This is an optimization exercise on Yosys and OpenROAD, whose aim is small area, a short achievable clock period and few clock cycles, not a production implementation. Only simulation tests tie the RTL to the original design; equivalence was not proved.

$ cat flow/config.mk
export PLATFORM = sky130hd
export DESIGN_NAME = fce_engine
export DESIGN_NICKNAME = fce_engine
export VERILOG_FILES = /design/flow/design.v
export SDC_FILE = /design/flow/constraint.sdc
export NUM_CORES = 4
export LEC_CHECK = 0
export CAP_MARGIN = 20
export CORE_MARGIN = 2
export CORE_UTILIZATION = 40
export SLEW_MARGIN = 20
$ cat flow/constraint.sdc
create_clock -name core_clock -period 13.0 [get_ports {clk}]
set_input_delay 2.6000 -clock core_clock [delete_from_list [all_inputs] [get_ports {clk}]]
set_output_delay 2.6000 -clock core_clock [all_outputs]
set_load 0.01 [all_outputs]
$ cat flow/design.v
module fce_engine (
    input  wire         clk,
    input  wire         rst,         
    input  wire         start,       
    input  wire         dir,         
    input  wire         var_vb,      
    input  wire [5:0]   len,         
    input  wire [31:0]  rounds,      
    input  wire [127:0] key,         
    input  wire [255:0] buf_in,      
    output wire         busy,
    output reg          done,        
    output reg          err,
    output reg  [2:0]   errcode,
    output wire [255:0] buf_out
);
    localparam [31:0] DELTA   = 32'h9E3779B9;
    localparam [5:0]  BUF_CAP = 6'd32;
    localparam [2:0] ERR_NONE       = 3'd0;
    localparam [2:0] ERR_BLOCK_LEN  = 3'd2;
    localparam [2:0] ERR_TOO_LARGE  = 3'd3;
    localparam [2:0] ERR_BUFFER_LEN = 3'd5;
    localparam [1:0] S_IDLE = 2'd0;
    localparam [1:0] S_PREP = 2'd1;    
    localparam [1:0] S_RUN  = 2'd2;
    localparam [1:0] S_POST = 2'd3;    
    reg [1:0]   state;
    reg         dir_r;
    reg         vb_r;
    reg         ph;          
    reg [3:0]   nw_r;        
    reg [2:0]   p;           
    reg [31:0]  acc;
    reg [31:0]  tgt;         
    reg [31:0]  zr;          
    reg [31:0]  yr;          
    reg [31:0]  kw [0:3];
    reg [31:0]  kk;          
    reg [31:0]  w  [0:7];
    assign busy = (state != S_IDLE);
    genvar gi;
    generate
        for (gi = 0; gi < 8; gi = gi + 1) begin : g_out
            assign buf_out[32*gi +: 32] = w[gi];
        end
    endgenerate
    wire [3:0] nw_in = len[5:2];
    reg [2:0] chk_code;
    always @(*) begin
        if (len > BUF_CAP)
            chk_code = ERR_TOO_LARGE;
        else if (!var_vb && (len[2:0] != 3'd0))
            chk_code = ERR_BUFFER_LEN;
        else if (var_vb && (len[1:0] != 2'd0))
            chk_code = ERR_BUFFER_LEN;
        else if (var_vb && (nw_in < 4'd2))
            chk_code = ERR_BLOCK_LEN;
        else
            chk_code = ERR_NONE;
    end
    reg [31:0] qd_in;
    always @(*) begin
        case (nw_in)
            4'd2:    qd_in = DELTA * 32'd32;
            4'd3:    qd_in = DELTA * 32'd23;
            4'd4:    qd_in = DELTA * 32'd19;
            4'd5:    qd_in = DELTA * 32'd16;
            4'd6:    qd_in = DELTA * 32'd14;
            4'd7:    qd_in = DELTA * 32'd13;
            default: qd_in = DELTA * 32'd12;
        endcase
    end
    wire fb_empty = (nw_in == 4'd0) || (rounds == 32'd0);
    reg [31:0] dd;
    always @(*) begin
        case (tgt[31:28])
            4'h0: dd = 32'h00000000;
            4'h1: dd = 32'h9e3779b9;
            4'h2: dd = 32'h3c6ef372;
            4'h3: dd = 32'hdaa66d2b;
            4'h4: dd = 32'h78dde6e4;
            4'h5: dd = 32'h1715609d;
            4'h6: dd = 32'hb54cda56;
            4'h7: dd = 32'h5384540f;
            4'h8: dd = 32'hf1bbcdc8;
            4'h9: dd = 32'h8ff34781;
            4'ha: dd = 32'h2e2ac13a;
            4'hb: dd = 32'hcc623af3;
            4'hc: dd = 32'h6a99b4ac;
            4'hd: dd = 32'h08d12e65;
            4'he: dd = 32'ha708a81e;
            default: dd = 32'h454021d7;
        endcase
    end
    wire [2:0] last   = nw_r[2:0] - 3'd1;
    wire [2:0] p_inc  = (p == last) ? 3'd0 : p + 3'd1;
    wire [2:0] p_dec  = (p == 3'd0) ? last : p - 3'd1;
    wire [2:0] p_inc2 = (p_inc == last) ? 3'd0 : p_inc + 3'd1;
    wire [2:0] p_dec2 = (p_dec == 3'd0) ? last : p_dec - 3'd1;
    wire       prep = (state == S_PREP);
    wire [2:0] pv = prep ? (dir_r ? 3'd0 : last) : (vb_r ? p : 3'd0);
    wire [2:0] pf = prep ? (dir_r ? p_dec : p_inc) : (dir_r ? p_dec2 : p_inc2);
    wire [31:0] rd_v = w[pv];
    wire [31:0] rd_f = w[pf];
    wire [31:0] dm   = {32{dir_r}};
    wire [31:0] s2;
    padd u_s2 (.a(acc ^ yr), .b(kk ^ zr), .ci(1'b0), .s(s2));
    wire [31:0] s2x = s2 ^ dm;
    wire [31:0] w1 = w[1];
    wire [31:0] s1, f0, new0;
    padd u_s1 (.a((zr >> 5) ^ (yr << 2)), .b((yr >> 3) ^ (zr << 4)), .ci(1'b0), .s(s1));
    padd u_f0 (.a((w1 << 4) ^ (w1 >> 5)), .b(w1), .ci(1'b0), .s(f0));
    padd u_n0 (.a(rd_v), .b((vb_r ? s1 : f0) ^ s2x), .ci(dir_r), .s(new0));
    wire        swz   = vb_r && dir_r;
    wire [31:0] nx_a  = prep ? rd_v : new0;
    wire [31:0] nx_b  = prep ? rd_f : ((nw_r == 4'd2) ? new0 : rd_f);
    wire [31:0] lnew [0:3];
    assign lnew[0] = new0;
    generate
        for (gi = 1; gi < 4; gi = gi + 1) begin : g_lane
            wire [31:0] wp = w[2*gi];
            wire [31:0] wq = w[2*gi+1];
            wire [31:0] f, sm;
            padd u_f (.a((wq << 4) ^ (wq >> 5)), .b(wq), .ci(1'b0), .s(f));
            padd u_n (.a(wp), .b(f ^ s2x), .ci(dir_r), .s(sm));
            assign lnew[gi] = sm;
        end
    endgenerate
    wire [31:0] acc_step;
    padd u_acc (.a(prep ? {acc[27:0], 4'd0} : acc), .b(prep ? dd : DELTA ^ dm),
                .ci(dir_r && !prep), .s(acc_step));
    wire [31:0] cmp_v    = (!vb_r && dir_r) ? 32'd0 : tgt;
    wire        acc_hit  = (acc == cmp_v);
    wire        tgt_one  = (tgt == 32'd1);
    wire [31:0] tgt_dec  = tgt - 32'd1;
    wire vb_round_end = dir_r ? (p == 3'd0) : (p == last);
    reg  [2:0]  p_n;
    reg         ph_n;
    reg  [31:0] acc_n;
    always @(*) begin
        p_n   = p;
        ph_n  = ph;
        acc_n = acc;
        if (prep) begin
            if (!vb_r)
                acc_n = acc_step;
        end else if (vb_r) begin
            if (vb_round_end) begin
                acc_n = acc_step;
                p_n   = dir_r ? last : 3'd0;
            end else begin
                p_n   = dir_r ? p - 3'd1 : p + 3'd1;
            end
        end else begin
            ph_n = ~ph;
            if (!ph)
                acc_n = acc_step;
        end
    end
    wire [1:0] ksel_n = vb_r ? (p_n[1:0] ^ acc_n[3:2])
                             : ((ph_n == dir_r) ? acc_n[1:0] : acc_n[12:11]);
    integer j;
    always @(posedge clk) begin
        if (rst) begin
            state   <= S_IDLE;
            done    <= 1'b0;
            err     <= 1'b0;
            errcode <= ERR_NONE;
        end else begin
            done <= 1'b0;
            if (state != S_IDLE)
                kk <= kw[ksel_n];
            case (state)
                S_IDLE: begin
                    if (start) begin
                        dir_r <= dir;
                        vb_r  <= var_vb;
                        nw_r  <= nw_in;
                        for (j = 0; j < 4; j = j + 1)
                            kw[j] <= key[32*j +: 32];
                        kk <= key[31:0];
                        zr <= 32'd0;
                        yr <= 32'd0;
                        ph <= 1'b0;
                        p  <= (dir && var_vb) ? nw_in[2:0] - 3'd1 : 3'd0;
                        if (var_vb) begin
                            acc <= dir ? qd_in : DELTA;
                            tgt <= dir ? DELTA : qd_in;
                        end else begin
                            acc <= 32'd0;
                            tgt <= rounds;
                        end
                        err     <= (chk_code != ERR_NONE);
                        errcode <= chk_code;
                        for (j = 0; j < 8; j = j + 1)
                            w[j] <= (chk_code != ERR_NONE || j < nw_in) ? buf_in[32*j +: 32] : 32'd0;
                        if (chk_code != ERR_NONE)
                            done <= 1'b1;
                        else if (var_vb)
                            state <= S_PREP;
                        else if (fb_empty)
                            done <= 1'b1;
                        else
                            state <= dir ? S_PREP : S_RUN;
                    end
                end
                S_PREP: begin
                    if (vb_r) begin
                        state <= S_RUN;
                        zr <= swz ? nx_b : nx_a;
                        yr <= swz ? nx_a : nx_b;
                    end else begin
                        acc <= acc_step;
                        tgt <= {tgt[27:0], 4'd0};
                        p   <= p + 3'd1;
                        if (p == 3'd7) begin
                            state <= S_RUN;
                            for (j = 0; j < 4; j = j + 1) begin
                                w[2*j]   <= w[2*j+1];
                                w[2*j+1] <= w[2*j];
                            end
                        end
                    end
                end
                S_POST: begin
                    state <= S_IDLE;
                    done  <= 1'b1;
                    for (j = 0; j < 4; j = j + 1) begin
                        w[2*j]   <= w[2*j+1];
                        w[2*j+1] <= w[2*j];
                    end
                end
                S_RUN: begin
                    if (vb_r) begin
                        w[p] <= new0;
                        zr   <= swz ? nx_b : nx_a;
                        yr   <= swz ? nx_a : nx_b;
                        if (vb_round_end) begin
                            acc <= acc_step;
                            p   <= dir_r ? last : 3'd0;
                            if (acc_hit) begin
                                state <= S_IDLE;
                                done  <= 1'b1;
                            end
                        end else begin
                            p <= dir_r ? p - 3'd1 : p + 3'd1;
                        end
                    end else begin
                        for (j = 0; j < 4; j = j + 1) begin
                            if (2 * j < nw_r) begin
                                w[2*j]   <= w[2*j+1];
                                w[2*j+1] <= lnew[j];
                            end
                        end
                        ph <= ~ph;
                        if (!ph) begin
                            acc <= acc_step;
                        end else if (dir_r) begin
                            if (acc_hit)
                                state <= S_POST;
                        end else begin
                            tgt <= tgt_dec;
                            if (tgt_one) begin
                                state <= S_IDLE;
                                done  <= 1'b1;
                            end
                        end
                    end
                end
                default: state <= S_IDLE;
            endcase
        end
    end
endmodule
module padd (
    input  wire [31:0] a,
    input  wire [31:0] b,
    input  wire        ci,
    output wire [31:0] s
);
    wire [31:0] g0 = a & b;
    wire [31:0] p0 = a ^ b;
    wire [31:0] g [0:5];
    wire [31:0] p [0:5];
    assign g[0] = {g0[31:1], g0[0] | (p0[0] & ci)};
    assign p[0] = p0;
    genvar l, i;
    generate
        for (l = 0; l < 5; l = l + 1) begin : lv
            for (i = 0; i < 32; i = i + 1) begin : bt
                if ((i >> l) & 1) begin : op
                    localparam integer J = ((i >> l) << l) - 1;
                    assign g[l+1][i] = g[l][i] | (p[l][i] & g[l][J]);
                    assign p[l+1][i] = p[l][i] & p[l][J];
                end else begin : pass
                    assign g[l+1][i] = g[l][i];
                    assign p[l+1][i] = p[l][i];
                end
            end
        end
    endgenerate
    assign s = p0 ^ {g[5][30:0], ci};
endmodule
$ cat flow/flow/run.sh
#!/bin/bash
set -euo pipefail
bash standard.sh SETUP_SLACK_MARGIN=7 \
    "BUFFER_PORTS_ARGS=-buffer_cell sky130_fd_sc_hd__buf_1" finish > orfs_make.log 2>&1
$ cat flow/standard.sh
#!/bin/bash
# synth_recipe.tcl (not shown) runs the flow's synth.tcl, then flattens the netlist and writes it again
# the make line also repeats each setting of config.mk as NAME=value (left out here)
make -C /OpenROAD-flow-scripts/flow DESIGN_CONFIG=/design/flow/config.mk WORK_HOME=/design/flow/orfs CLKGATE_MAP_FILE= SYNTH_SCRIPT=/design/flow/synth_recipe.tcl "${@:-finish}"
==> results of run 1 <==
metrics by stage:
stage,util,setup slack (ns),hold slack [ns]
floorplan,-,6.931,0.4647
global placement,0.4447,4.756,0.4769
detailed placement,0.4456,5.049,0.4927
CTS,0.4781,6.936,0.5002
global route,0.4914,6.519,0.5336
finish,0.4915,6.670,0.4973
cell type report:
cell class,instances,area (µm²),share of cell area
diodes,7,17.52,0.0002791
inverters,162,611.8,0.009750
well taps,1662,2079,0.03314
repair buffers,1016,5608,0.08936
flip-flops and latches,588,17320,0.2759
clock inverters,39,417.9,0.006659
multi-input cells,4461,34640,0.5519
clock buffers,100,2068,0.03296
per-layer routing:
| metal | vias to the layer above | wire (µm) | GRT usage |
|---|---|---|---|
| li1 | 22140 | - | - |
| met1 | 25500 | 100800 | 0.5105 |
| met2 | 4227 | 113300 | 0.5674 |
| met3 | 856 | 38460 | 0.1330 |
| met4 | 4 | 19330 | 0.2310 |
| met5 | - | 27 | 0 |
critical path: cells and delay by family (launching register included):
family | cells | cell delay [ns]
adder cells (fa/ha/maj) | 4 | 1.48
AO/OA/AOI/OAI | 7 | 1.24
flip-flops | 1 | 0.54
buffers and inverters | 4 | 0.54
AND/OR/NAND/NOR | 6 | 1.30
XOR/XNOR | 5 | 0.98
worst min path at each step:
| stage | endpoint | depth (start not counted) | slack, ns |
|---|---|---|---|
| after floorplan | state[1] | 2 | 0.46 |
| after global placement | errcode[2] | 2 | 0.48 |
| after detailed placement | state[1] | 2 | 0.49 |
| after CTS | state[1] | 2 | 0.50 |
| after global routing | errcode[0] | 2 | 0.53 |
| final | state[1] | 2 | 0.50 |
cells in the mapped netlist, drive strengths merged, types with 26 or more instances:
cell type	instances	area, µm²
edfxtp	554	16640
a221oi	141	1241
o22ai	51	319.1
nand2	659	2474
nor3	71	360.3
xnor2	348	3055
mux2i	85	867.1
mux2	41	461.7
fa	60	1201
a21oi	445	2231
a22oi	85	638.1
clkbuf	268	1006
nor2	366	1381
nand2b	39	251.5
nand4	26	162.7
a21o	115	863.3
o21ai	393	1974
ha	357	4467
dfxtp	34	680.7
xor2	343	3012
nand3	218	1091
a31oi	35	240.2
o21a	48	360.4
inv	157	589.3
a211oi	31	242.7
buf	74	327.8
nor2b	52	325.3
mux4	96	2162
cells by family after synthesis:
group	synth area share
muxes	0.06770
xor gates and xnor gates	0.1181
and+or+nand+nor	0.1336
buffers and inverters	0.03766
AOI/OAI and AO/OA	0.1972
adders and majority gates	0.1099
DFF	0.3358
registers in the layout, summed over array words and instances, names as in the netlist:
name and cells:
w 256, kw 128, acc 32, kk 32
tgt 32, yr 32, zr 32, dd 27
nw_r 4, errcode 3, p 3, state 2
dir_r 1, done 1, err 1, ph 1
vb_r 1
repair_timing:
action,CTS,global route
hold buffers,0,0
pin swaps,60,98
endpoints found under the setup margin,332,257
gates resized for setup,157,219
cloned,3,1
buffers inserted,92,72
==> impl_metrics.env, run 1 <==
export IMPL_layout_cells_non_filler=8035
export IMPL_cts_tree="yes"
export IMPL_setup_viol=0
export IMPL_fin_nets=7149
export IMPL_synthArstFlopShare=0
export IMPL_skew_ns=0.04865
export IMPL_maxSlewViolCount=0
export IMPL_postSynthCellCount=5550
export IMPL_drtIter0Drc=8856
export IMPL_syn_nets=6394
export IMPL_grt_pass1_wl_mm=365.9
export IMPL_routabilityCongestion=1.091
export IMPL_cp_common_cell="xnor2_1"
export IMPL_io_buffers=688
export IMPL_cts_path_max_buffers=3
export IMPL_cts_root_buf="clkbuf_16"
export IMPL_crit_type="reg -> reg"
export IMPL_nFillCells=12070
export IMPL_max_clock_freq_ghz=0.1580
export IMPL_synth_edf_count=554
export IMPL_h_tree_depth=3
export IMPL_place_area_um2=56890
export IMPL_design_area_um2=62760
export IMPL_core_um2=127700
export IMPL_rows=131
export IMPL_path_max_fanout=3
export IMPL_die_y_um=363.0
export IMPL_die_area_um2=131800
export IMPL_clkSlewWorstSetupHoldPaths_ns=0.07
export IMPL_crit_path_end="w[3][31]"
export IMPL_clock_latency_ns=0.73
export IMPL_syn_cell_area_um2=51560
export IMPL_synthFlopType="edfxtp_1"
export IMPL_r2r_slack_ns=6.67
export IMPL_drcViolationCount=0
export IMPL_synth_avg_cell_area_um2=9.291
export IMPL_vias=52730
export IMPL_wl_per_cell_um=33.85
export IMPL_viasPerCell=6.562
export IMPL_tightest_slew_ns=1.410
export IMPL_area_growth_pct=21.70
export IMPL_boundaryPins=689
export IMPL_yosysUniqueCellTypes=100
export IMPL_r2r_start="acc[0]"
export IMPL_hp_start="state[1]"
export IMPL_critPathSlowestCell="fa_2"
export IMPL_drive_gt1_frac=0.1447
export IMPL_layout_commonest_cell="buf_1"
export IMPL_drtPass1Iterations=9
export IMPL_overflow=0
export IMPL_period_share=0.4870
export IMPL_finalSetupTns_ns=0
export IMPL_slowest_delay_ns=0.57
export IMPL_cts_buffers=76
export IMPL_die_x_um=363.0
export IMPL_endpoint_kind="flip-flop"
export IMPL_reg2reg_to="w[3][31]"
export IMPL_outcome="no timing/DRC/antenna violations"
export IMPL_ant_nets=0
export IMPL_grt_pass1_vias=47520
export IMPL_cp_data_required_time_ns=13.47
export IMPL_hold_violations=0
export IMPL_grt_max_degree=79
export IMPL_synth_seq_cells=588
export IMPL_rsz0062_at_grt="yes"
export IMPL_critPathLaunchType="flip-flop"
export IMPL_drt_total_wl_mm=272.0
export IMPL_final_cell_mix="buf_1 (685), nand2_1 (651), edfxtp_1 (554), a21oi_1 (395), ha_1 (343)"
export IMPL_startpoint="acc[0]"
export IMPL_drv_cap=0
export IMPL_seq_area_frac_synth=0.3358
export IMPL_yosysWarnings=3
export IMPL_slew_headroom=0.05752
export IMPL_hp_class="reg -> reg"
export IMPL_fin_crit_ns=6.330
export IMPL_cts_sinks=588
export IMPL_initial_utilization=0.4038
export IMPL_grt_usage=0.3935
export IMPL_antenna_found_initial=11
export IMPL_hpwl_mm=201.2
export IMPL_worstPathArrival_ns=6.80
export IMPL_r2r_cells=26
export IMPL_dp_cells=7721
Testbench counts, summed over its fixed seeds: cycles 107,159.
==> inputs of run 2 (changes only) <==
==> flow/run.sh (new file) <==
#!/bin/bash
# synth_recipe.tcl (not shown) runs the flow's synth.tcl, then flattens the netlist and writes it again
# the make line also repeats each setting of config.mk as NAME=value (left out here)
make -C /OpenROAD-flow-scripts/flow DESIGN_CONFIG=/design/flow/config.mk WORK_HOME=/design/flow/orfs CLKGATE_MAP_FILE= SYNTH_SCRIPT=/design/flow/synth_recipe.tcl finish
--- a/flow/config.mk
+++ b/flow/config.mk
@@ -9,3 +9,4 @@
 export CORE_MARGIN = 2
 export CORE_UTILIZATION = 40
+export SETUP_SLACK_MARGIN = 5
 export SLEW_MARGIN = 20
removed: flow/flow/run.sh
removed: flow/standard.sh
==> run 2 against run 1 <==
Against the previous run: highest routed layer unchanged; clock-buffer cell count shrank 13; worst hold slack improved by 0.019 ns; sequential cell count stayed put; via count decreased by 2.5%; clock skew fell by 0.0089 ns; core utilization is 0.90 points higher; non-clock buffer count down 135.
==> impl_metrics.env, run 2 <==
export IMPL_drtIter0Drc=8175
export IMPL_path_max_fanout=68
export IMPL_ctsHoldBuffers=0
export IMPL_crit_type="reg -> reg"
export IMPL_die_x_um=363.0
export IMPL_clkSlewWorstSetupHoldPaths_ns=0.06
export IMPL_critPathLaunchType="flip-flop"
export IMPL_critPathSlowestCell="xor2_4"
export IMPL_core_um2=127700
export IMPL_die_y_um=363.0
export IMPL_outcome="no timing/DRC/antenna violations"
export IMPL_synth_edf_count=554
export IMPL_synthMuxAreaShare=0.06770
export IMPL_synthAdderAreaFrac=0.1099
export IMPL_grt_pass1_wl_mm=381.6
export IMPL_seq_area_frac_synth=0.3358
export IMPL_clock_latency_ns=0.70
export IMPL_yosysTopAreaCell="edfxtp_1"
export IMPL_grt_pass1_vias=47970
export IMPL_drv_cap=0
export IMPL_postSynthCellCount=5550
export IMPL_rsz0062_at_grt="no"
export IMPL_yosysWarnings=3
export IMPL_r2r_slack_ns=5.16
export IMPL_cts_buffers=74
export IMPL_largestRegisters="w (256), kw (128)"
export IMPL_period_share=0.6028
export IMPL_h_tree_depth=3
export IMPL_final_cell_mix="clkdlybuf4s50_1 (687), nand2_1 (658), edfxtp_1 (554), a21oi_1 (439), o21ai_0 (371)"
export IMPL_endpoint_kind="flip-flop"
export IMPL_boundaryPins=689
export IMPL_synthArstFlopShare=0
export IMPL_max_clock_freq_ghz=0.1276
export IMPL_drt_total_wl_mm=280.6
export IMPL_slew_headroom=0.1921
export IMPL_finalSetupTns_ns=0
export IMPL_hp_class="reg -> reg"
export IMPL_synth_simple_area_share=0.1336
export IMPL_vias=51400
export IMPL_worstPathArrival_ns=8.23
export IMPL_cts_sinks=588
export IMPL_drive_gt1_frac=0.09333
export IMPL_cts_root_buf="clkbuf_16"
export IMPL_fin_crit_ns=7.836
export IMPL_cts_tree="yes"
export IMPL_cp_common_cell="a21oi_1"
export IMPL_die_area_um2=131800
export IMPL_grt_usage=0.4121
export IMPL_ant_nets=0
export IMPL_worstPathCellList="inv_1 > ha_4 > nand2_1 > o22ai_4 > buf_4 > nand3_1 > nand3_1 > o21ai_0 > ha_1 > a21o_1 > a21oi_1 > nor2b_1 > a211oi_2 > a21oi_1 > a21oi_1 > nor2b_1 > nor2_1 > xor2_4 > nor2_1 > a21oi_1 > o22ai_1"
export IMPL_yosys_area_share_xor_xnor=0.1181
export IMPL_synth_area_leaders="edfxtp_1 (32%), ha_1 (8.7%), xnor2_1 (5.9%)"
export IMPL_slowest_delay_ns=0.88
export IMPL_io_buffers=688
export IMPL_cp_data_required_time_ns=13.39
export IMPL_initial_utilization=0.4038
export IMPL_wl_per_cell_um=35.54
export IMPL_drtPass1Iterations=8
export IMPL_yosysUniqueCellTypes=100
export IMPL_maxSlewViolCount=0
export IMPL_largest_reg_flops=256
export IMPL_synth_compound_area_share=0.1972
export IMPL_synthFlopType="edfxtp_1"
export IMPL_layout_commonest_cell="clkdlybuf4s50_1"
export IMPL_synth_top_area_frac=0.3226
export IMPL_fin_nets=7009
export IMPL_yosysMostFrequentCell="nand2_1"
export IMPL_rows=131
export IMPL_hpwl_mm=213.3
export IMPL_syn_nets=6394
export IMPL_synth_avg_cell_area_um2=9.291
export IMPL_overflow=0
export IMPL_skew_ns=0.03972
export IMPL_largest_register="w"
export IMPL_viasPerCell=6.510
export IMPL_tightest_slew_ns=1.203
export IMPL_synth_common_cells="nand2_1 (659), edfxtp_1 (554), a21oi_1 (444)"
export IMPL_syn_cell_area_um2=51560
export IMPL_antenna_found_initial=18
export IMPL_area_growth_pct=23.93
export IMPL_cts_path_max_buffers=3
export IMPL_synth_seq_cells=588
export IMPL_synth_top_family_by_area="compound AO/OA/AOI/OAI gates"
export IMPL_setup_viol=0
export IMPL_hold_violations=0
export IMPL_grt_max_degree=120
export IMPL_drcViolationCount=0
export IMPL_routabilityCongestion=1.079
run 2: what timing repair did:
action                                  4_1_cts  5_1_grt
buffers inserted                              0        0
resized for setup                             0        3
endpoints found under the setup margin        0       19
run 2: cell type report:
| class | instances | area [µm²] |
|---|---|---|
| antenna | 8 | 20.02 |
| clock buffer | 87 | 1922 |
| clock inverter | 49 | 556.8 |
| fill | 11930 | 63780 |
| inverter | 162 | 608.1 |
| multi-input combinational | 4458 | 33010 |
| sequential | 588 | 17320 |
| tap | 1662 | 2079 |
| timing repair buffer | 881 | 8386 |
run 2: logic make-up after synthesis:
| logic type | Yosys count |
|---|---|
| flip-flops | 588 |
| AND/OR/NAND/NOR | 1550 |
| adder cells (fa/ha/maj) | 417 |
| XOR/XNOR | 692 |
| AO/OA/AOI/OAI | 1577 |
| multiplexers | 222 |
| buffers and inverters | 504 |
run 2: critical path: cells and delay by family (launching register included):
kind	cells	cell delay, ns
AND/OR/NAND/NOR	7	1.16
AO/OA/AOI/OAI	9	3.11
flip-flops	1	0.34
XOR/XNOR	1	0.88
buffers and inverters	2	0.98
adder cells (fa/ha/maj)	2	1.02
run 2: layer usage:
| layer | routed length [µm] | up-vias | GRT usage |
|---|---|---|---|
| met3 | 34800 | 756 | 0.1220 |
| met2 | 116100 | 3640 | 0.5943 |
| li1 | - | 21810 | - |
| met4 | 20580 | 20 | 0.2510 |
| met5 | 151 | - | 0 |
| met1 | 109000 | 25180 | 0.5419 |
run 2: final timing paths:
path | startpoint | to | cells after the start
worst min register to register | state[1] | state[1] | 2
worst max register to register | state[1] | zr[15] | 21
worst max-delay path | state[1] | zr[15] | 21
worst min-delay path | state[1] | state[1] | 2
run 2: per-stage QoR:
step / area, µm² / hold slack [ns] / worst slack, ns / std cells / util
5_1_grt: 63880 / 0.5511 / 5.011 / 7887 / 0.5003
3_3_place_gp: 61270 / 0.4860 / 5.200 / 7746 / 0.4799
6_report: 63900 / 0.5161 / 5.164 / 7895 / 0.5005
3_5_place_dp: 61350 / 0.4948 / 5.380 / 7750 / 0.4804
2_1_floorplan: 51570 / 0.4647 / 5.031 / 5550 / -
4_1_cts: 63820 / 0.5051 / 5.325 / 7886 / 0.4999
==> inputs of run 3 (changes only) <==
--- a/flow/design.v
+++ b/flow/design.v
@@ -72,4 +72,6 @@
     end
     wire fb_empty = (nw_in == 4'd0) || (rounds == 32'd0);
+    wire        m_lt16 = (rounds[31:16] == 16'd0);
+    wire        m_lt8  = m_lt16 && (rounds[15:8] == 8'd0);
     reg [31:0] dd;
     always @(*) begin
@@ -183,5 +185,8 @@
                         yr <= 32'd0;
                         ph <= 1'b0;
-                        p  <= (dir && var_vb) ? nw_in[2:0] - 3'd1 : 3'd0;
+                        if (var_vb)
+                            p <= dir ? nw_in[2:0] - 3'd1 : 3'd0;
+                        else
+                            p <= !dir ? 3'd0 : m_lt8 ? 3'd6 : m_lt16 ? 3'd4 : 3'd0;
                         if (var_vb) begin
                             acc <= dir ? qd_in : DELTA;
@@ -189,5 +194,10 @@
                         end else begin
                             acc <= 32'd0;
-                            tgt <= rounds;
+                            if (dir && m_lt8)
+                                tgt <= {rounds[7:0], 24'd0};
+                            else if (dir && m_lt16)
+                                tgt <= {rounds[15:0], 16'd0};
+                            else
+                                tgt <= rounds;
                         end
                         err     <= (chk_code != ERR_NONE);
==> flow/flow/run.sh (new file) <==
#!/bin/bash
set -euo pipefail
bash standard.sh SETUP_SLACK_MARGIN=7 \
    "BUFFER_PORTS_ARGS=-buffer_cell sky130_fd_sc_hd__buf_1" finish > orfs_make.log 2>&1
==> flow/standard.sh (new file) <==
#!/bin/bash
# synth_recipe.tcl (not shown) runs the flow's synth.tcl, then flattens the netlist and writes it again
# the make line also repeats each setting of config.mk as NAME=value (left out here)
make -C /OpenROAD-flow-scripts/flow DESIGN_CONFIG=/design/flow/config.mk WORK_HOME=/design/flow/orfs CLKGATE_MAP_FILE= SYNTH_SCRIPT=/design/flow/synth_recipe.tcl "${@:-finish}"
--- a/flow/config.mk
+++ b/flow/config.mk
@@ -9,4 +9,3 @@
 export CORE_MARGIN = 2
 export CORE_UTILIZATION = 40
-export SETUP_SLACK_MARGIN = 5
 export SLEW_MARGIN = 20
removed: flow/run.sh
==> run 3 against run 2 <==
Against the previous run: global-route usage is 1.7 points lower; die area rose by 2.1%; clock-buffer cell count rose by 5; non-clock buffer count is 177 higher; first-iteration DRC count is 1.3% lower; sequential cell count did not move; clock skew rose by 0.0089 ns; fmax is 26% higher; critical path type unchanged.
==> impl_metrics.env, run 3 <==
export IMPL_h_tree_depth=3
export IMPL_cts_sinks=588
export IMPL_yosysWarnings=3
export IMPL_fin_nets=7353
export IMPL_critPathLaunchType="flip-flop"
export IMPL_yosysTopAreaCell="edfxtp_1"
export IMPL_routabilityCongestion=1.100
export IMPL_cts_tree="yes"
export IMPL_io_buffers=688
export IMPL_worstPathArrival_ns=6.65
export IMPL_finalSetupTns_ns=0
export IMPL_hp_class="reg -> reg"
export IMPL_overflow=0
export IMPL_largest_reg_flops=256
export IMPL_synthArstFlopShare=0
export IMPL_seq_area_frac_synth=0.3290
export IMPL_drv_cap=0
export IMPL_viasPerCell=6.474
export IMPL_clock_latency_ns=0.72
export IMPL_largestRegisters="w (256), kw (128)"
export IMPL_die_y_um=366.8
export IMPL_whs_ns=0.5192
export IMPL_nFillCells=12510
export IMPL_antenna_found_initial=19
export IMPL_final_cell_mix="buf_1 (684), nand2_1 (653), edfxtp_1 (554), nor2_1 (438), ha_1 (335)"
export IMPL_synth_area_leaders="edfxtp_1 (32%), ha_1 (8.5%), xor2_1 (5.8%)"
export IMPL_yosysUniqueCellTypes=112
export IMPL_grt_pass1_vias=49760
export IMPL_syn_cell_area_um2=52640
export IMPL_die_area_um2=134500
export IMPL_cts_path_max_buffers=3
export IMPL_crit_type="reg -> reg"
export IMPL_largest_register="w"
export IMPL_grt_pass1_wl_mm=378.6
export IMPL_period_share=0.4789
export IMPL_slowest_delay_ns=0.60
export IMPL_drcViolationCount=0
export IMPL_core_um2=131000
export IMPL_boundaryPins=689
export IMPL_ctsHoldBuffers=0
export IMPL_initial_utilization=0.4019
export IMPL_drtIter0Drc=8065
export IMPL_synth_top_area_frac=0.3161
export IMPL_cts_root_buf="clkbuf_16"
export IMPL_cts_buffers=74
export IMPL_dp_cells=7985
export IMPL_synth_seq_cells=588
export IMPL_cp_data_required_time_ns=13.43
export IMPL_critPathSlowestCell="a311oi_1"
export IMPL_endpoint_kind="flip-flop"
export IMPL_maxSlewViolCount=0
export IMPL_grt_usage=0.3949
export IMPL_vias=53970
export IMPL_rows=133
export IMPL_rsz0062_at_grt="yes"
export IMPL_outcome="no timing/DRC/antenna violations"
export IMPL_layout_cells_non_filler=8336
export IMPL_ant_nets=0
export IMPL_clkSlewWorstSetupHoldPaths_ns=0.06
export IMPL_utilization=0.4907
export IMPL_path_max_fanout=46
export IMPL_path_buf_inv=4
export IMPL_hpwl_mm=205.3
export IMPL_grt_max_degree=91
export IMPL_drive_gt1_frac=0.1488
export IMPL_postSynthCellCount=5722
export IMPL_die_x_um=366.8
export IMPL_setup_viol=0
export IMPL_synth_common_cells="nand2_1 (662), edfxtp_1 (554), nor2_1 (470)"
export IMPL_skew_ns=0.04859
export IMPL_yosysMostFrequentCell="nand2_1"
export IMPL_synth_avg_cell_area_um2=9.199
export IMPL_worstPathCellList="inv_1 > ha_4 > nand2b_2 > o22ai_4 > buf_12 > buf_4 > nand2_1 > and3_1 > a311oi_1 > a31oi_1 > inv_1 > ha_2 > a21o_1 > a21o_1 > a21o_1 > nor2_2 > nor2_2 > a31o_2 > nand3_4 > and3_4 > or4_4 > a21o_4 > a21oi_4 > o22ai_1"
export IMPL_max_clock_freq_ghz=0.1606
export IMPL_hold_violations=0
export IMPL_fin_crit_ns=6.225
export IMPL_slew_headroom=0.1854
export IMPL_drtPass1Iterations=8
export IMPL_wl_per_cell_um=33.34
export IMPL_synthFlopType="edfxtp_1"
export IMPL_syn_nets=6566
export IMPL_synth_edf_count=554
export IMPL_critPathTopFamily="compound AO/OA/AOI/OAI gates"
export IMPL_dp_slack_ns=5.345
export IMPL_fin_ws_ns=6.775
export IMPL_layout_commonest_cell="buf_1"
export IMPL_area_growth_pct=22.10
export IMPL_cp_common_cell="a21o_1"
export IMPL_drt_total_wl_mm=277.9
export IMPL_tightest_slew_ns=1.222
## run 3: stage by stage
step,area (µm²)
after floorplan,52680
after global placement,57900
after detailed placement,57900
after CTS,62320
after global routing,64230
final,64270
## run 3: logic make-up after synthesis
family	Yosys count	share of synthesized area
AND/OR/NAND/NOR	1704	0.1446
adder cells (fa/ha/maj)	417	0.1077
multiplexers	275	0.06882
buffers and inverters	499	0.03813
AO/OA/AOI/OAI	1561	0.1969
flip-flops	588	0.3290
XOR/XNOR	678	0.1149
## run 3: what timing repair did
action / in CTS / in global routing
gates cloned: 3 / 2
gates resized for setup: 189 / 246
endpoints found under the setup margin: 342 / 275
pin swaps: 69 / 124
setup buffers: 119 / 79
## run 3: routing by layer
metal | global-route usage | vias to the layer above | share of wire
met3 | 0.1430 | 891 | 0.14
met1 | 0.4903 | 26320 | 0.36
met5 | 0 | - | 0.0011
li1 | - | 22800 | -
met2 | 0.5842 | 3934 | 0.42
met4 | 0.2391 | 24 | 0.075
## run 3: tightest hold or removal path: cells and delay by family (launching register included)
family | cells | cell delay [ns]
AO/OA/AOI/OAI | 1 | 0.06
AND/OR/NAND/NOR | 1 | 0.08
flip-flops | 1 | 0.34
## run 3: area by class of cell
| type | instances | area [µm²] | area share |
|---|---|---|---|
| Clock inverter | 39 | 312.8 | 0.004867 |
| Antenna cell | 17 | 42.54 | 0.0006619 |
| Multi-Input combinational cell | 4638 | 35850 | 0.5578 |
| Clock buffer | 92 | 2036 | 0.03168 |
| Timing Repair Buffer | 1058 | 5946 | 0.09251 |
| Sequential cell | 588 | 17320 | 0.2694 |
| Timing Repair inverter | 1 | 7.507 | 0.0001168 |
| Inverter | 148 | 564.3 | 0.008780 |
| Tap cell | 1755 | 2196 | 0.03417 |
## run 3: worst paths after layout
check                           slack, ns    endpoint  cells past startpoint       start
worst max register to register       6.77    w[7][31]                     24    state[1]
worst min-delay path                 0.52  errcode[2]                      2  errcode[2]
worst min register to register       0.52  errcode[2]                      2  errcode[2]
worst max-delay path                 6.77    w[7][31]                     24    state[1]
Testbench counts of run 3, summed over its fixed seeds: cycles 105,383.
==> inputs of run 4 (changes only) <==
--- a/flow/config.mk
+++ b/flow/config.mk
@@ -8,4 +8,4 @@
 export CAP_MARGIN = 20
 export CORE_MARGIN = 2
-export CORE_UTILIZATION = 40
+export CORE_UTILIZATION = 50
 export SLEW_MARGIN = 20
==> run 4 against run 3 <==
Against the previous run: final cell count shrank 4.7%; synthesized cell count unchanged; fmax up 0.72%; global-route usage is 8.3 points higher; sequential share of layout area increased by 0.15 points; non-clock buffer count is 9 lower; critical path type unchanged; highest routed layer unchanged.
==> impl_metrics.env, run 4 <==
export IMPL_synth_common_cells="nand2_1 (662), edfxtp_1 (554), nor2_1 (470)"
export IMPL_synth_compound_area_share=0.1969
export IMPL_drcViolationCount=0
export IMPL_boundaryPins=689
export IMPL_skew_ns=0.06541
export IMPL_viasPerCell=6.735
export IMPL_io_buffers=688
export IMPL_cts_buffers=71
export IMPL_initial_utilization=0.5022
export IMPL_cts_tree="yes"
export IMPL_die_area_um2=107900
export IMPL_worstPathArrival_ns=6.58
export IMPL_hp_class="reg -> reg"
export IMPL_synthArstFlopShare=0
export IMPL_hold_violations=0
export IMPL_r2r_slack_ns=6.82
export IMPL_clock_latency_ns=0.71
export IMPL_yosysUniqueCellTypes=112
export IMPL_wl_per_cell_um=33.67
export IMPL_seq_area_um2=17320
export IMPL_cts_root_buf="clkbuf_16"
export IMPL_dp_cells=7586
export IMPL_utilization=0.6098
export IMPL_path_max_fanout=5
export IMPL_nFillCells=9239
export IMPL_overflow=0
export IMPL_synthAdderAreaFrac=0.1077
export IMPL_h_tree_depth=3
export IMPL_antenna_found_initial=18
export IMPL_outcome="no timing/DRC/antenna violations"
export IMPL_drtPass1Iterations=8
export IMPL_drive_gt1_frac=0.1455
export IMPL_setup_viol=0
export IMPL_synthMuxAreaShare=0.06882
export IMPL_synth_seq_cells=588
export IMPL_final_cell_mix="buf_1 (685), nand2_1 (657), edfxtp_1 (554), nor2_1 (436), ha_1 (333)"
export IMPL_slew_headroom=0.1034
export IMPL_layout_commonest_cell="buf_1"
export IMPL_grt_pass1_vias=49340
export IMPL_largestRegisters="w (256), kw (128)"
export IMPL_postSynthCellCount=5722
export IMPL_seq_area_frac_synth=0.3290
export IMPL_largest_register="w"
export IMPL_layout_cells_non_filler=7948
export IMPL_synth_top_family_by_area="compound AO/OA/AOI/OAI gates"
export IMPL_drtIter0Drc=7711
export IMPL_synth_edf_count=554
export IMPL_period_share=0.4754
export IMPL_yosys_area_share_xor_xnor=0.1149
export IMPL_crit_type="reg -> reg"
export IMPL_die_x_um=328.5
export IMPL_fin_nets=7341
export IMPL_cp_data_required_time_ns=13.40
export IMPL_drv_cap=0
export IMPL_rsz0062_at_grt="yes"
export IMPL_vias=53530
export IMPL_largest_reg_flops=256
export IMPL_synth_simple_area_share=0.1446
export IMPL_clkSlewWorstSetupHoldPaths_ns=0.06
export IMPL_routabilityCongestion=1.095
export IMPL_die_y_um=328.5
export IMPL_endpoint_kind="flip-flop"
export IMPL_yosysTopAreaCell="edfxtp_1"
export IMPL_core_um2=104800
export IMPL_synth_top_area_frac=0.3161
export IMPL_yosysMostFrequentCell="nand2_1"
export IMPL_fin_ws_ns=6.819
export IMPL_cts_path_max_buffers=3
export IMPL_rows=119
export IMPL_hpwl_mm=195.4
export IMPL_syn_cell_area_um2=52640
export IMPL_drt_total_wl_mm=267.6
export IMPL_area_growth_pct=21.43
export IMPL_fin_crit_ns=6.181
export IMPL_finalSetupTns_ns=0
export IMPL_yosysWarnings=3
export IMPL_max_clock_freq_ghz=0.1618
export IMPL_grt_max_degree=78
export IMPL_dp_slack_ns=5.228
export IMPL_synthFlopType="edfxtp_1"
export IMPL_grt_pass1_wl_mm=365.0
export IMPL_synth_avg_cell_area_um2=9.199
export IMPL_maxSlewViolCount=0
export IMPL_tightest_slew_ns=1.343
export IMPL_cts_sinks=588
export IMPL_grt_usage=0.4777
export IMPL_critPathLaunchType="flip-flop"
export IMPL_syn_nets=6566
export IMPL_ant_nets=0
export IMPL_synth_area_leaders="edfxtp_1 (32%), ha_1 (8.5%), xor2_1 (5.8%)"
export IMPL_multi_input_area_um2=35820
==> run 4: per-stage QoR <==
stage / cell area, µm² / hold slack [ns]
final: 63920 / 0.5029
after global routing: 63900 / 0.5307
after CTS: 61910 / 0.5079
after detailed placement: 57180 / 0.4933
after global placement: 57160 / 0.4949
after floorplan: 52680 / 0.5136
==> run 4: worst max-delay path: stages (launching register included) <==
cell      delay [ns]
edfxtp_1        0.41
xor2_1          0.19
ha_2            0.19
inv_2           0.06
fa_2            0.23
nor2b_4         0.05
o31a_1          0.27
o41a_4          0.42
a311oi_4        0.28
buf_6           0.18
a31oi_4         0.13
a21o_1          0.22
nor3_2          0.17
o21bai_2        0.12
a21o_4          0.27
xnor2_4         0.23
xnor2_1         0.15
ha_2            0.32
inv_2           0.07
o21ai_1         0.07
a21oi_1         0.20
nor2_1          0.08
a211oi_2        0.32
a21oi_2         0.13
or4_4           0.52
a21o_4          0.30
a21oi_4         0.19
o22ai_1         0.12
==> run 4: layout make-up <==
| class | instances | area share |
|---|---|---|
| flip-flops and latches | 588 | 0.2709 |
| diodes | 7 | 0.0002740 |
| multi-input cells | 4639 | 0.5604 |
| clock inverters | 38 | 0.007458 |
| clock buffers | 88 | 0.03011 |
| well taps | 1391 | 0.02723 |
| inverters | 148 | 0.008828 |
| repair buffers | 1049 | 0.09476 |
==> run 4: kinds of logic after synthesis <==
| kind of cell | count (synthesis) |
|---|---|
| XOR/XNOR | 678 |
| AND/OR/NAND/NOR | 1704 |
| buffers and inverters | 499 |
| AO/OA/AOI/OAI | 1561 |
| flip-flops | 588 |
| multiplexers | 275 |
| adder cells (fa/ha/maj) | 417 |
==> run 4: final timing paths <==
path / from / endpoint / depth (start not counted)
max: kk[0] / w[7][31] / 27
min: errcode[2] / errcode[2] / 2
max reg2reg: kk[0] / w[7][31] / 27
min reg2reg: errcode[2] / errcode[2] / 2
==> run 4: layer usage <==
layer | wire length (µm) | part of all wire | global-route usage | up-vias
li1 | - | - | - | 22770
met1 | 95520 | 0.36 | 0.5860 | 25720
met5 | 135 | 0.00050 | 0 | -
met2 | 110100 | 0.41 | 0.6789 | 4055
met4 | 21920 | 0.082 | 0.3118 | 16
met3 | 39900 | 0.15 | 0.2100 | 973
==> run 4: what timing repair did <==
item | 4_1_cts | 5_1_grt
setup endpoints to repair | 330 | 241
resized for setup | 228 | 208
hold buffers | 0 | 0
pin swaps | 93 | 122
cloned | 5 | 2
setup buffers | 121 | 100
==> inputs of run 5 (changes only) <==
--- a/flow/design.v
+++ b/flow/design.v
@@ -31,4 +31,5 @@
     reg [3:0]   nw_r;        
     reg [2:0]   p;           
+    reg [2:0]   pv;          
     reg [31:0]  acc;
     reg [31:0]  tgt;         
@@ -101,5 +102,4 @@
     wire [2:0] p_dec2 = (p_dec == 3'd0) ? last : p_dec - 3'd1;
     wire       prep = (state == S_PREP);
-    wire [2:0] pv = prep ? (dir_r ? 3'd0 : last) : (vb_r ? p : 3'd0);
     wire [2:0] pf = prep ? (dir_r ? p_dec : p_inc) : (dir_r ? p_dec2 : p_inc2);
     wire [31:0] rd_v = w[pv];
@@ -171,6 +171,8 @@
         end else begin
             done <= 1'b0;
-            if (state != S_IDLE)
+            if (state != S_IDLE) begin
                 kk <= kw[ksel_n];
+                pv <= vb_r ? p_n : 3'd0;
+            end
             case (state)
                 S_IDLE: begin
@@ -185,4 +187,5 @@
                         yr <= 32'd0;
                         ph <= 1'b0;
+                        pv <= (var_vb && !dir) ? nw_in[2:0] - 3'd1 : 3'd0;
                         if (var_vb)
                             p <= dir ? nw_in[2:0] - 3'd1 : 3'd0;
--- a/flow/config.mk
+++ b/flow/config.mk
@@ -8,4 +8,4 @@
 export CAP_MARGIN = 20
 export CORE_MARGIN = 2
-export CORE_UTILIZATION = 50
+export CORE_UTILIZATION = 40
 export SLEW_MARGIN = 20
==> run 5 against run 4 <==
Against the previous run: sequential share of layout area grew 0.75 points; synthesized cell count down 7.5%; still clean on timing, DRC and antenna; global-route usage shrank 11 points; non-clock buffer count fell by 117; worst hold slack lost 0.0031 ns; critical endpoint is now w[7][30]; highest routed layer unchanged.
==> impl_metrics.env, run 5 <==
export IMPL_synth_edf_count=557
export IMPL_synthFlopType="edfxtp_1"
export IMPL_cts_sinks=594
export IMPL_largest_register="w"
export IMPL_postSynthCellCount=5291
export IMPL_synth_compound_area_share=0.1921
export IMPL_drtIter0Drc=6878
export IMPL_routabilityCongestion=1.015
export IMPL_slew_headroom=0.1808
export IMPL_yosysMostFrequentCell="edfxtp_1"
export IMPL_viasPerCell=6.487
export IMPL_seq_area_frac_synth=0.3352
export IMPL_grt_usage=0.3682
export IMPL_critPathSlowestCell="or4b_4"
export IMPL_slowest_delay_ns=0.50
export IMPL_cts_path_max_buffers=3
export IMPL_initial_utilization=0.4029
export IMPL_syn_nets=6134
export IMPL_tightest_slew_ns=1.220
export IMPL_cp_common_cell="buf_6"
export IMPL_hold_violations=0
export IMPL_h_tree_depth=3
export IMPL_synth_top_area_frac=0.3210
export IMPL_crit_type="reg -> reg"
export IMPL_cts_tree="yes"
export IMPL_yosysWarnings=3
export IMPL_yosysTopAreaCell="edfxtp_1"
export IMPL_die_area_um2=133200
export IMPL_design_area_um2=62770
export IMPL_largest_reg_flops=256
export IMPL_drive_gt1_frac=0.1507
export IMPL_place_area_um2=57010
export IMPL_path_max_fanout=5
export IMPL_final_cell_mix="buf_1 (687), edfxtp_1 (557), nor2_1 (397), nand2_1 (369), ha_1 (341)"
export IMPL_drt_total_wl_mm=255.6
export IMPL_skew_ns=0.03407
export IMPL_fin_ws_ns=6.538
export IMPL_hpwl_mm=193.4
export IMPL_yosys_area_share_xor_xnor=0.1145
export IMPL_synth_seq_cells=594
export IMPL_critPathTopFamily="compound AO/OA/AOI/OAI gates"
export IMPL_core_um2=129300
export IMPL_whs_path_depth=1
export IMPL_clkSlewWorstSetupHoldPaths_ns=0.06
export IMPL_critPathLaunchType="flip-flop"
export IMPL_vias=50580
export IMPL_path_buf_inv=5
export IMPL_antenna_found_initial=14
export IMPL_endpoint_kind="flip-flop"
export IMPL_synth_top_family_by_area="compound AO/OA/AOI/OAI gates"
export IMPL_hp_class="reg -> reg"
export IMPL_die_x_um=364.9
export IMPL_boundaryPins=689
export IMPL_clock_latency_ns=0.72
export IMPL_synth_common_cells="edfxtp_1 (557), nor2_1 (456), nand2_1 (382)"
export IMPL_setup_viol=0
export IMPL_ctsHoldBuffers=0
export IMPL_hp_start="pv[2]"
export IMPL_overflow=0
export IMPL_rsz0062_at_grt="yes"
export IMPL_wl_per_cell_um=32.78
export IMPL_drv_cap=0
export IMPL_r2r_start="kk[0]"
export IMPL_fin_crit_ns=6.462
export IMPL_dp_slack_ns=5.691
export IMPL_maxSlewViolCount=0
export IMPL_synthArstFlopShare=0
export IMPL_ant_nets=0
export IMPL_cp_data_required_time_ns=13.43
export IMPL_drtPass1Iterations=8
export IMPL_layout_commonest_cell="buf_1"
export IMPL_die_y_um=364.9
export IMPL_syn_cell_area_um2=52100
export IMPL_max_clock_freq_ghz=0.1548
export IMPL_area_growth_pct=20.47
export IMPL_yosysUniqueCellTypes=88
export IMPL_period_share=0.4971
export IMPL_finalSetupTns_ns=0
export IMPL_synth_avg_cell_area_um2=9.847
export IMPL_cts_root_buf="clkbuf_16"
export IMPL_synth_area_leaders="edfxtp_1 (32%), ha_1 (8.5%), xnor2_1 (5.7%)"
export IMPL_r2r_cells=30
export IMPL_reg2reg_to="w[7][30]"
export IMPL_io_buffers=688
export IMPL_rows=132
export IMPL_synth_simple_area_share=0.1117
export IMPL_synthMuxAreaShare=0.1041
export IMPL_r2r_slack_ns=6.54
export IMPL_grt_pass1_vias=47370
export IMPL_outcome="no timing/DRC/antenna violations"
export IMPL_fin_nets=6829
export IMPL_drcViolationCount=0
export IMPL_largestRegisters="w (256), kw (128)"
export IMPL_grt_pass1_wl_mm=350.1
export IMPL_synthAdderAreaFrac=0.1085
export IMPL_grt_max_degree=135
export IMPL_worstPathArrival_ns=6.89
export IMPL_cts_buffers=77
==> run 5: cell families after synthesis <==
kind of cell               after synthesis
AOI/OAI and AO/OA                     1494
and+or+nand+nor                       1282
xor gates and xnor gates               674
DFF                                    594
buffers and inverters                  462
adders and majority gates              416
muxes                                  369
==> run 5: stage by stage <==
stage	cells	hold WS, ns	util
after floorplan	5291	0.4433	-
after global placement	7526	0.4818	0.4407
after detailed placement	7526	0.4779	0.4408
after CTS	7728	0.5004	0.4723
after global routing	7792	0.5274	0.4853
final	7797	0.4998	0.4854
==> run 5: worst max-delay path by stage <==
stage,from,depth (start not counted),slack (ns),end
4_1_cts,acc[0],31,6.67,w[6][31]
6_report,kk[0],30,6.54,w[7][30]
5_1_grt,kk[0],32,6.33,w[7][30]
3_5_place_dp,acc[0],24,5.69,yr[17]
2_1_floorplan,acc[0],29,6.99,w[7][31]
3_3_place_gp,acc[0],26,5.81,yr[23]
==> run 5: layout make-up <==
type	instances	area, µm²
Antenna cell	8	20.02
Clock buffer	97	2047
Clock inverter	43	505.5
Fill cell	12130	66550
Inverter	145	554.3
Multi-Input combinational cell	4236	35110
Sequential cell	594	17480
Tap cell	1742	2180
Timing Repair Buffer	932	4880
==> run 5: repair_timing <==
item,4_1_cts,5_1_grt
resized for setup,156,253
setup buffers,61,60
pin swaps,67,124
endpoints found under the setup margin,256,336
gates cloned,1,1
==> run 5: routing by layer <==
layer	track usage	routed length (µm)	vias up
met3	0.09160	31620	656
li1	-	-	21380
met5	0.002905	133	-
met4	0.1894	15530	12
met1	0.4940	99860	24780
met2	0.5476	108400	3753
Testbench counts of run 5, summed over its fixed seeds: cycles 105,383.
==> inputs of run 6 (changes only) <==
--- a/flow/config.mk
+++ b/flow/config.mk
@@ -8,4 +8,4 @@
 export CAP_MARGIN = 20
 export CORE_MARGIN = 2
-export CORE_UTILIZATION = 40
+export CORE_UTILIZATION = 50
 export SLEW_MARGIN = 20
==> run 6 against run 5 <==
Against the previous run: still clean on timing, DRC and antenna; synthesized area unchanged; clock skew down 0.011 ns; final area down 0.33%; clock-buffer cell count down 15; largest cell class unchanged; highest routed layer unchanged.
==> impl_metrics.env, run 6 <==
export IMPL_cp_common_cell="buf_6"
export IMPL_vias=51150
export IMPL_grt_usage=0.4475
export IMPL_maxSlewViolCount=0
export IMPL_layout_commonest_cell="buf_1"
export IMPL_boundaryPins=689
export IMPL_dp_slack_ns=5.513
export IMPL_fin_ws_ns=6.550
export IMPL_finalSetupTns_ns=0
export IMPL_drt_total_wl_mm=249.0
export IMPL_yosysUniqueCellTypes=88
export IMPL_cts_tree="yes"
export IMPL_slowest_delay_ns=0.49
export IMPL_hp_start="pv[2]"
export IMPL_drv_cap=0
export IMPL_syn_nets=6134
export IMPL_hold_violations=0
export IMPL_yosysWarnings=3
export IMPL_synthFlopType="edfxtp_1"
export IMPL_drive_gt1_frac=0.1549
export IMPL_io_buffers=688
export IMPL_cts_buffers=75
export IMPL_antenna_found_initial=16
export IMPL_core_um2=103500
export IMPL_reg2reg_to="w[6][28]"
export IMPL_critPathSlowestCell="edfxtp_1"
export IMPL_slew_headroom=0.1205
export IMPL_fin_nets=6862
export IMPL_postSynthCellCount=5291
export IMPL_whs_ns=0.4985
export IMPL_layout_cells_non_filler=7466
export IMPL_drtIter0Drc=7395
export IMPL_whs_path_depth=1
export IMPL_die_area_um2=106800
export IMPL_outcome="no timing/DRC/antenna violations"
export IMPL_worstPathArrival_ns=6.88
export IMPL_rsz0062_at_grt="yes"
export IMPL_cts_root_buf="clkbuf_16"
export IMPL_seq_area_frac_synth=0.3352
export IMPL_cts_path_max_buffers=3
export IMPL_critPathLaunchType="flip-flop"
export IMPL_ant_nets=0
export IMPL_dp_cells=7160
export IMPL_viasPerCell=6.852
export IMPL_fin_crit_ns=6.450
export IMPL_rows=118
export IMPL_synth_area_leaders="edfxtp_1 (32%), ha_1 (8.5%), xnor2_1 (5.7%)"
export IMPL_cts_sinks=594
export IMPL_r2r_slack_ns=6.55
export IMPL_grt_pass1_wl_mm=345.0
export IMPL_synth_common_cells="edfxtp_1 (557), nor2_1 (456), nand2_1 (382)"
export IMPL_path_buf_inv=5
export IMPL_final_cell_mix="buf_1 (687), edfxtp_1 (557), nor2_1 (406), nand2_1 (365), ha_1 (341)"
export IMPL_synth_seq_cells=594
export IMPL_area_growth_pct=20.07
export IMPL_setup_viol=0
export IMPL_cp_num_cells=30
export IMPL_synth_avg_cell_area_um2=9.847
export IMPL_max_clock_freq_ghz=0.1550
export IMPL_skew_ns=0.02297
export IMPL_routabilityCongestion=1.041
export IMPL_die_x_um=326.8
export IMPL_synth_edf_count=557
export IMPL_drtPass1Iterations=9
export IMPL_h_tree_depth=3
export IMPL_clock_latency_ns=0.70
export IMPL_crit_type="reg -> reg"
export IMPL_r2r_cells=30
export IMPL_largestRegisters="w (256), kw (128)"
export IMPL_largest_reg_flops=256
export IMPL_synth_top_area_frac=0.3210
export IMPL_hp_class="reg -> reg"
export IMPL_hpwl_mm=186.8
export IMPL_grt_pass1_vias=47560
export IMPL_syn_cell_area_um2=52100
export IMPL_overflow=0
export IMPL_tightest_slew_ns=1.316
export IMPL_path_max_fanout=6
export IMPL_die_y_um=326.8
export IMPL_largest_register="w"
export IMPL_drcViolationCount=0
export IMPL_critPathTopFamily="compound AO/OA/AOI/OAI gates"
export IMPL_wl_per_cell_um=33.35
export IMPL_cp_data_required_time_ns=13.43
export IMPL_period_share=0.4962
export IMPL_ctsHoldBuffers=0
export IMPL_clkSlewWorstSetupHoldPaths_ns=0.06
export IMPL_synthArstFlopShare=0
export IMPL_endpoint_kind="flip-flop"
export IMPL_nFillCells=8927
export IMPL_yosysMostFrequentCell="edfxtp_1"
export IMPL_initial_utilization=0.5034
export IMPL_r2r_start="acc[3]"
export IMPL_yosysTopAreaCell="edfxtp_1"
export IMPL_grt_max_degree=75
export IMPL_startpoint="acc[3]"
## run 6: cell counts after synthesis
Identical to the previous run, type by type.
## run 6: area by class of cell
cell class	count	area [µm²]	share of cell area
clock buffers	82	1913	0.03058
well taps	1380	1727	0.02760
repair buffers	967	5151	0.08234
clock inverters	52	575.6	0.009200
inverters	145	553.0	0.008840
multi-input cells	4236	35140	0.5617
diodes	10	25.02	0.0004000
flip-flops and latches	594	17480	0.2793
## run 6: stage by stage
step	area, µm²	util
3_5_place_dp	56540	0.5463
4_1_cts	60710	0.5866
6_report	62560	0.6045
5_1_grt	62550	0.6044
2_1_floorplan	52220	-
3_3_place_gp	56520	0.5461
## run 6: repair_timing
item	CTS	global route
pin swaps	81	144
gates resized for setup	182	250
cloned	1	2
setup endpoints to repair	257	323
buffers inserted	74	84
## run 6: worst max path at each step
stage | endpoint | slack [ns]
floorplan | w[7][31] | 6.99
CTS | w[7][31] | 6.58
global placement | zr[25] | 5.46
global route | w[6][31] | 6.34
detailed placement | zr[26] | 5.51
finish | w[6][28] | 6.55
## run 6: cells by family (layout without fill, tap and decap cells)
logic type      Yosys count  count (layout)  share of synthesized area
compound gates         1494            1494                     0.1921
xor+xnor                674             674                     0.1145
fa+ha+maj               416             416                     0.1085
buf+inv                 462            1246                    0.03386
flops                   594             594                     0.3352
mux                     369             369                     0.1041
other cells               0              10                          0
simple gates           1282            1283                     0.1117
## run 6: layer usage
| metal | wire length [µm] | track usage |
|---|---|---|
| met5 | 34 | 0 |
| met4 | 15520 | 0.2276 |
| met3 | 33780 | 0.1171 |
| met2 | 104300 | 0.6504 |
| met1 | 95350 | 0.6145 |
==> inputs of run 7 (changes only) <==
==> flow/flow/run.sh (replaced) <==
#!/bin/bash
set -euo pipefail
bash standard.sh SETUP_SLACK_MARGIN=6.5 \
    "BUFFER_PORTS_ARGS=-buffer_cell sky130_fd_sc_hd__buf_1" finish > orfs_make.log 2>&1
==> run 7 against run 6 <==
Against the previous run: final area decreased by 3.2%; core utilization decreased by 1.9 points; fmax decreased by 1.5%; worst hold slack about the same; setup slack got worse by 0.10 ns; synthesized cell count unchanged; synthesized area unchanged; routed wire length increased by 0.10%; sequential share of layout area increased by 0.92 points; die area unchanged.
==> impl_metrics.env, run 7 <==
export IMPL_wl_per_cell_um=33.79
export IMPL_hpwl_mm=190.2
export IMPL_rows=118
export IMPL_area_growth_pct=16.24
export IMPL_seq_area_um2=17480
export IMPL_place_area_um2=56500
export IMPL_routabilityCongestion=0.9996
export IMPL_cts_tree="yes"
export IMPL_r2r_cells=29
export IMPL_reg2reg_to="yr[30]"
export IMPL_h_tree_depth=3
export IMPL_drt_total_wl_mm=249.2
export IMPL_fin_nets=6770
export IMPL_synthAdderAreaFrac=0.1085
export IMPL_layout_commonest_cell="buf_1"
export IMPL_seq_area_frac_synth=0.3352
export IMPL_yosys_area_share_xor_xnor=0.1145
export IMPL_yosysWarnings=3
export IMPL_slowest_delay_ns=0.51
export IMPL_period_share=0.5039
export IMPL_max_clock_freq_ghz=0.1526
export IMPL_grt_max_degree=83
export IMPL_boundaryPins=689
export IMPL_cts_root_buf="clkbuf_16"
export IMPL_ant_nets=0
export IMPL_largestRegisters="w (256), kw (128)"
export IMPL_io_buffers=688
export IMPL_viasPerCell=6.846
export IMPL_core_um2=103500
export IMPL_slew_headroom=0.2044
export IMPL_design_area_um2=60570
export IMPL_skew_ns=0.02834
export IMPL_hp_class="reg -> reg"
export IMPL_grt_pass1_wl_mm=344.5
export IMPL_largest_reg_flops=256
export IMPL_grt_pass1_vias=46890
export IMPL_critPathTopFamily="compound AO/OA/AOI/OAI gates"
export IMPL_whs_path_depth=2
export IMPL_cp_data_required_time_ns=13.49
export IMPL_postSynthCellCount=5291
export IMPL_synthMuxAreaShare=0.1041
export IMPL_synth_edf_count=557
export IMPL_largest_register="w"
export IMPL_synthFlopType="edfxtp_1"
export IMPL_final_cell_mix="buf_1 (687), edfxtp_1 (557), nor2_1 (437), nand2_1 (378), ha_1 (347)"
export IMPL_fin_crit_ns=6.551
export IMPL_vias=50490
export IMPL_synth_compound_area_share=0.1921
export IMPL_rsz0062_at_grt="yes"
export IMPL_path_buf_inv=5
export IMPL_path_max_fanout=5
export IMPL_dp_slack_ns=5.006
export IMPL_synth_common_cells="edfxtp_1 (557), nor2_1 (456), nand2_1 (382)"
export IMPL_cts_buffers=74
export IMPL_grt_usage=0.4486
export IMPL_yosysTopAreaCell="edfxtp_1"
export IMPL_syn_nets=6134
export IMPL_crit_type="reg -> reg"
export IMPL_critPathSlowestCell="edfxtp_1"
export IMPL_die_area_um2=106800
export IMPL_drtIter0Drc=7399
export IMPL_nFillCells=9262
export IMPL_drtPass1Iterations=9
export IMPL_drcViolationCount=0
export IMPL_r2r_start="acc[0]"
export IMPL_maxSlewViolCount=0
export IMPL_cts_sinks=594
export IMPL_overflow=0
export IMPL_synth_top_family_by_area="compound AO/OA/AOI/OAI gates"
export IMPL_synth_area_leaders="edfxtp_1 (32%), ha_1 (8.5%), xnor2_1 (5.7%)"
export IMPL_endpoint_kind="flip-flop"
export IMPL_startpoint="acc[0]"
export IMPL_hold_violations=0
export IMPL_clkSlewWorstSetupHoldPaths_ns=0.07
export IMPL_synth_top_area_frac=0.3210
export IMPL_worstPathArrival_ns=7.04
export IMPL_drive_gt1_frac=0.1192
export IMPL_outcome="no timing/DRC/antenna violations"
export IMPL_yosysMostFrequentCell="edfxtp_1"
export IMPL_finalSetupTns_ns=0
export IMPL_whs_ns=0.4986
export IMPL_antenna_found_initial=12
export IMPL_synth_avg_cell_area_um2=9.847
export IMPL_fin_ws_ns=6.449
export IMPL_initial_utilization=0.5034
export IMPL_synth_simple_area_share=0.1117
export IMPL_tightest_slew_ns=1.188
export IMPL_critPathLaunchType="flip-flop"
export IMPL_synth_seq_cells=594
export IMPL_yosysUniqueCellTypes=88
export IMPL_cts_path_max_buffers=3
export IMPL_die_x_um=326.8
export IMPL_synthArstFlopShare=0
export IMPL_drv_cap=0
export IMPL_clock_latency_ns=0.70
export IMPL_multi_input_area_um2=34130
export IMPL_r2r_slack_ns=6.45
export IMPL_setup_viol=0
export IMPL_hp_start="pv[0]"
export IMPL_die_y_um=326.8
export IMPL_syn_cell_area_um2=52100
[run 7: cell types whose count changed in the layout (fill, tap and decap cells not counted), sizes merged]
cell,delta
buf,-90
clkbuf,+12
clkinv,-12
diode,-3
bufinv,+2
[run 7: cells by family (layout without fill, tap and decap cells)]
logic type	count (synthesis)	after routing
AOI/OAI and AO/OA	1494	1494
and+or+nand+nor	1282	1283
buffers and inverters	462	1158
adders and majority gates	416	416
muxes	369	369
xor gates and xnor gates	674	674
other	0	7
DFF	594	594
[run 7: metal layers]
layer  track usage  wire [µm]  up-vias
li1              -          -    21240
met1        0.6136      95930    24780
met2        0.6496     104400     3785
met3        0.1238      33610      670
met4        0.2292      15250       10
met5             0         73        -
[run 7: stage by stage]
stage                       util  std cells
final                     0.5852       7375
after global routing      0.5851       7373
after CTS                 0.5783       7333
after detailed placement  0.5459       7175
after global placement    0.5458       7174
after floorplan                -       5291
[run 7: area by class of cell]
type / count / area share
flip-flops and latches: 594 / 0.2885
clock inverters: 42 / 0.009813
clock buffers: 95 / 0.03237
diodes: 7 / 0.0002892
multi-input cells: 4236 / 0.5635
well taps: 1380 / 0.02851
inverters: 145 / 0.008986
repair buffers: 876 / 0.06801
[run 7: worst max path at each step]
| stage | end | depth (start not counted) |
|---|---|---|
| finish | yr[30] | 29 |
| floorplan | dd[28] | 11 |
| global placement | w[6][30] | 27 |
| global route | yr[30] | 27 |
| CTS | w[7][31] | 30 |
| detailed placement | yr[30] | 26 |
[run 7: timing repair]
action                     4_1_cts  5_1_grt
pin swaps                       34       34
setup endpoints to repair      185      140
gates cloned                     0        2
hold buffers                     0        0
buffers inserted                21       33
gates resized for setup         95       72
[run 7: worst reg2reg max path, delay by kind of cell (launching register included)]
kind	cells	cell delay, ns
buffers and inverters	5	0.69
and+or+nand+nor	8	1.46
AOI/OAI and AO/OA	9	2.02
adders and majority gates	3	0.79
xor gates and xnor gates	4	0.87
DFF	1	0.51

## what the ideal ports hide
The flow's constraints put no driver on any port. The routed layouts listed below were extracted and timed again, unchanged, in two steps.
Step 1 assumes that a clkbuf_16 drives the clock port and a buf_2 every other input.
Step 2 moves the port delays by t, midway between the first and last clock arrival at a register: inputs arrive t later, outputs are due t later. That takes back most of the time a late clock gives input paths.
Slacks: ideal / step 1 / step 2; pairs: ideal / step 1.
run | t (ns) | slack for setup (ns) | worst setup path at the end | clock arrival spread, ns | pins driven straight from the clock port
run 1 | 0.780 | 6.670 / 6.670 / 5.977 | input to register | 0.049 / 0.049 | 1
run 2 | 0.765 | 5.164 / 5.164 / 5.164 | register to register | 0.040 / 0.040 | 1
run 3 | 0.782 | 6.775 / 6.775 / 6.164 | input to register | 0.049 / 0.048 | 1
run 4 | 0.768 | 6.819 / 6.819 / 6.328 | input to register | 0.065 / 0.065 | 1
run 5 | 0.786 | 6.538 / 6.538 / 6.395 | input to register | 0.035 / 0.035 | 1
run 6 | 0.768 | 6.550 / 6.550 / 6.377 | input to register | 0.023 / 0.023 | 1
run 7 | 0.767 | 6.449 / 6.449 / 5.880 | input to register | 0.030 / 0.030 | 1
After both steps setup and hold are still met in every run listed. For run 1, which loses most, drivers alone change the setup slack by 0.000 ns; drivers and shift together by -0.693 ns.
